Source: an optimization exercise on an open RTL-to-GDS flow (aim: small area). Production flows keep margins and buffers that such runs may drop.
Function was checked by simulation only, so behaviour that the tests miss may differ from the original.
No activity file was given, so power comes from the tool's default toggle rates. The flow treats the clock pin as an ideal source, which a real chip does not have.

==> flow/design.v (excerpt) <==
module e1_realign (
    input  wire        clk,
    input  wire        rst,         
    input  wire        set_valid,   
    input  wire [15:0] set_nbits,
    input  wire        in_valid,
    input  wire [7:0]  in_byte,
    output reg         out_valid,
    output reg  [7:0]  out_byte
);
    reg [7:0]   offset;             
    reg [4:0]   zl;                 
    wire clr = rst | set_valid;
    reg  [3:0]  c4;                 
    reg  [1:0]  c2_n;               
    reg         c1;                 
    wire [7:0]  u4_n, u2, u1_n;
    e1_realign_muxi8 m_u4 (.s(offset[2]), .a(in_byte), .b({c4,   in_byte[7:4]}), .y(u4_n));
    e1_realign_muxi8 m_u2 (.s(offset[1]), .a(u4_n),    .b({c2_n, u4_n[7:2]}),    .y(u2));
    e1_realign_muxi8 m_u1 (.s(offset[0]), .a(u2),      .b({c1,   u2[7:1]}),      .y(u1_n));
    reg  [127:0] s16_n;             
    reg  [63:0]  s8;                
    reg  [31:0]  s4_n;              
    reg  [15:0]  s2;                
    reg  [7:0]   s1_n;              
    wire [7:0]  v16, v8_n, v4, v2_n, v1;
    e1_realign_muxi8 m_v16 (.s(offset[7]), .a(u1_n), .b(s16_n[127:120]), .y(v16));
    e1_realign_muxi8 m_v8  (.s(offset[6]), .a(v16),  .b(s8[63:56]),      .y(v8_n));
    e1_realign_muxi8 m_v4  (.s(offset[5]), .a(v8_n), .b(s4_n[31:24]),    .y(v4));
    e1_realign_muxi8 m_v2  (.s(offset[4]), .a(v4),   .b(s2[15:8]),       .y(v2_n));
    e1_realign_muxi8 m_v1  (.s(offset[3]), .a(v2_n), .b(s1_n),           .y(v1));
    always @(posedge clk) begin
  ...
Size in the first run: about 420 cells after synthesis, roughly 280 flip-flops.
Settings: LEC_CHECK=0, CAP_MARGIN=10, CORE_MARGIN=2, CORE_UTILIZATION=55, SLEW_MARGIN=10, SYNTH_HIERARCHICAL=1, SYNTH_MINIMUM_KEEP_SIZE=0; clock period 10.0 ns.
standard.sh (not shown) runs the stock make flow with config.mk's settings and CLKGATE_MAP_FILE= SYNTH_SCRIPT=/design/flow/synth_recipe.tcl, a recipe that flattens the netlist after the stock synthesis.
==> flow/flow/run.sh <==
#!/bin/bash
# The standard layout (the standard.sh) with these changes:
#  - ports are buffered with the smallest buffer, sky130_fd_sc_hd__buf_1;
#  - after the placement resizer, logic gates are set to their smallest
#    drive strength (flow/downsize.tcl);
#  - clock tree synthesis uses sky130_fd_sc_hd__clkbuf_16 leaf buffers for
#    clusters of up to 35 flip-flops, small sky130_fd_sc_hd__clkbuf_4 buffers
#    above them, and adds no dummy loads.
# Synthesis, floorplan, power grid, placement and routing are the standard ones.
# The make output goes to standard_make.log; each ORFS step keeps its own log
# under orfs/logs/.
set -euo pipefail
export BUFFER_PORTS_ARGS="-buffer_cell sky130_fd_sc_hd__buf_1"
export POST_RESIZE_TCL="$PWD/flow/downsize.tcl"
export CTS_ARGS="-sink_clustering_enable -repair_clock_nets -dont_use_dummy_load -buf_list {sky130_fd_sc_hd__clkbuf_16} -sink_clustering_size 35 -sink_clustering_max_diameter 100 -root_buf sky130_fd_sc_hd__clkbuf_4 -tree_buf sky130_fd_sc_hd__clkbuf_4"
bash standard.sh finish > standard_make.log 2>&1
==> flow/flow/downsize.tcl <==
# Sourced by ORFS after the placement resizer (POST_RESIZE_TCL).
# Synthesis maps some logic gates at more than the smallest drive strength.
# The design has several ns of setup slack, so every combinational gate that
# is not a buffer is set to the smallest drive strength of its own function;
# repair_design then fixes any slew or capacitance violation this causes.
# Flip-flops, buffers and clock cells are left as they are.
set n 0
foreach inst [get_cells *] {
  set m [get_property $inst ref_name]
  if { ![regexp {^(sky130_fd_sc_hd__\w+)_(2|4|6|8|12|16)$} $m -> base drv] } {
    continue
  }
  if { [string match *buf* $m] || [string match *df* $m] || [string match *clk* $m] } {
    continue
  }
  foreach d {0 1} {
    set lc [get_lib_cells -quiet ${base}_$d]
    if { [llength $lc] } {
      puts "downsize [get_full_name $inst]: $m -> ${base}_$d"
      replace_cell $inst $lc
      incr n
      break
    }
  }
}
puts "downsized $n instances"
estimate_parasitics -placement
repair_design
Next try:
==> flow/flow/run.sh (replaced) <==
#!/bin/bash
# The standard layout (the standard.sh) with two changes:
#  - ports are buffered with the smallest buffer, sky130_fd_sc_hd__buf_1;
#  - clock tree synthesis builds the tree from small clock buffers and adds
#    no dummy loads.
# Synthesis, floorplan, power grid, placement and routing are the standard ones.
set -euo pipefail
export BUFFER_PORTS_ARGS="-buffer_cell sky130_fd_sc_hd__buf_1"
export CTS_ARGS="-sink_clustering_enable -repair_clock_nets -dont_use_dummy_load -buf_list {sky130_fd_sc_hd__clkbuf_16} -sink_clustering_size 35 -sink_clustering_max_diameter 100 -root_buf sky130_fd_sc_hd__clkbuf_4 -tree_buf sky130_fd_sc_hd__clkbuf_4"
bash standard.sh finish > standard_make.log 2>&1
--- a/flow/config.mk
+++ b/flow/config.mk
@@ -6,8 +6,8 @@
 export NUM_CORES = 4
 export LEC_CHECK = 0
-export CAP_MARGIN = 10
+export CAP_MARGIN = 20
 export CORE_MARGIN = 2
-export CORE_UTILIZATION = 55
-export SLEW_MARGIN = 10
+export CORE_UTILIZATION = 70
+export SLEW_MARGIN = 20
 export SYNTH_HIERARCHICAL = 1
 export SYNTH_MINIMUM_KEEP_SIZE = 0
removed: flow/flow/downsize.tcl
Effect: The changed run finished clean. Worst setup slack got worse by 0.035 ns. Register-to-register slack got worse by 0.02 ns. Non-clock buffer count is lower by 1. Design area is lower by 0.44%. Critical path depth does not change.
Next try:
--- a/flow/config.mk
+++ b/flow/config.mk
@@ -6,8 +6,8 @@
 export NUM_CORES = 4
 export LEC_CHECK = 0
-export CAP_MARGIN = 20
+export CAP_MARGIN = 10
 export CORE_MARGIN = 2
-export CORE_UTILIZATION = 70
-export SLEW_MARGIN = 20
+export CORE_UTILIZATION = 55
+export SLEW_MARGIN = 10
 export SYNTH_HIERARCHICAL = 1
 export SYNTH_MINIMUM_KEEP_SIZE = 0
Combinational power went down by about 2%.
Worst hold slack improved by 0.026 ns.
Final cell count came out higher by 8.0%.
Area after synthesis does not change.
Fmax rose by 0.86%.
Cell area rises by 0.59%.
First-iteration DRC count decreases by 20%.
Wire length is higher by 4.8%.

what the ideal ports hide:
The flow's constraints put no driver on any port. The routed layouts listed below were extracted and timed again, unchanged, in two steps.
Step 1, drivers: a clkbuf_16 drives clk and a buf_2 each remaining input, both assumed.
Step 2 moves the port delays by t, midway between the first and last clock arrival at a register: inputs arrive t later, outputs are due t later. That takes back most of the time a late clock gives input paths.
Slacks: ideal ports / drivers / drivers and shift; pairs: ideal ports / drivers.
run	shift t [ns]	slack for setup (ns)	hold slack, ns	worst data-port slew with drivers (ns)
the first run	0.617	6.633 / 6.645 / 6.028	0.419 / 0.419 / 0.419	0.04
the second run	0.599	6.598 / 6.596 / 5.996	0.402 / 0.402 / 0.402	0.06
the third run	0.598	6.627 / 6.640 / 6.042	0.428 / 0.428 / 0.428	0.04
After both steps every run listed still meets setup and hold. The setup slack of the first run, which loses most, moves by +0.012 ns with the drivers and by -0.605 ns with both steps.
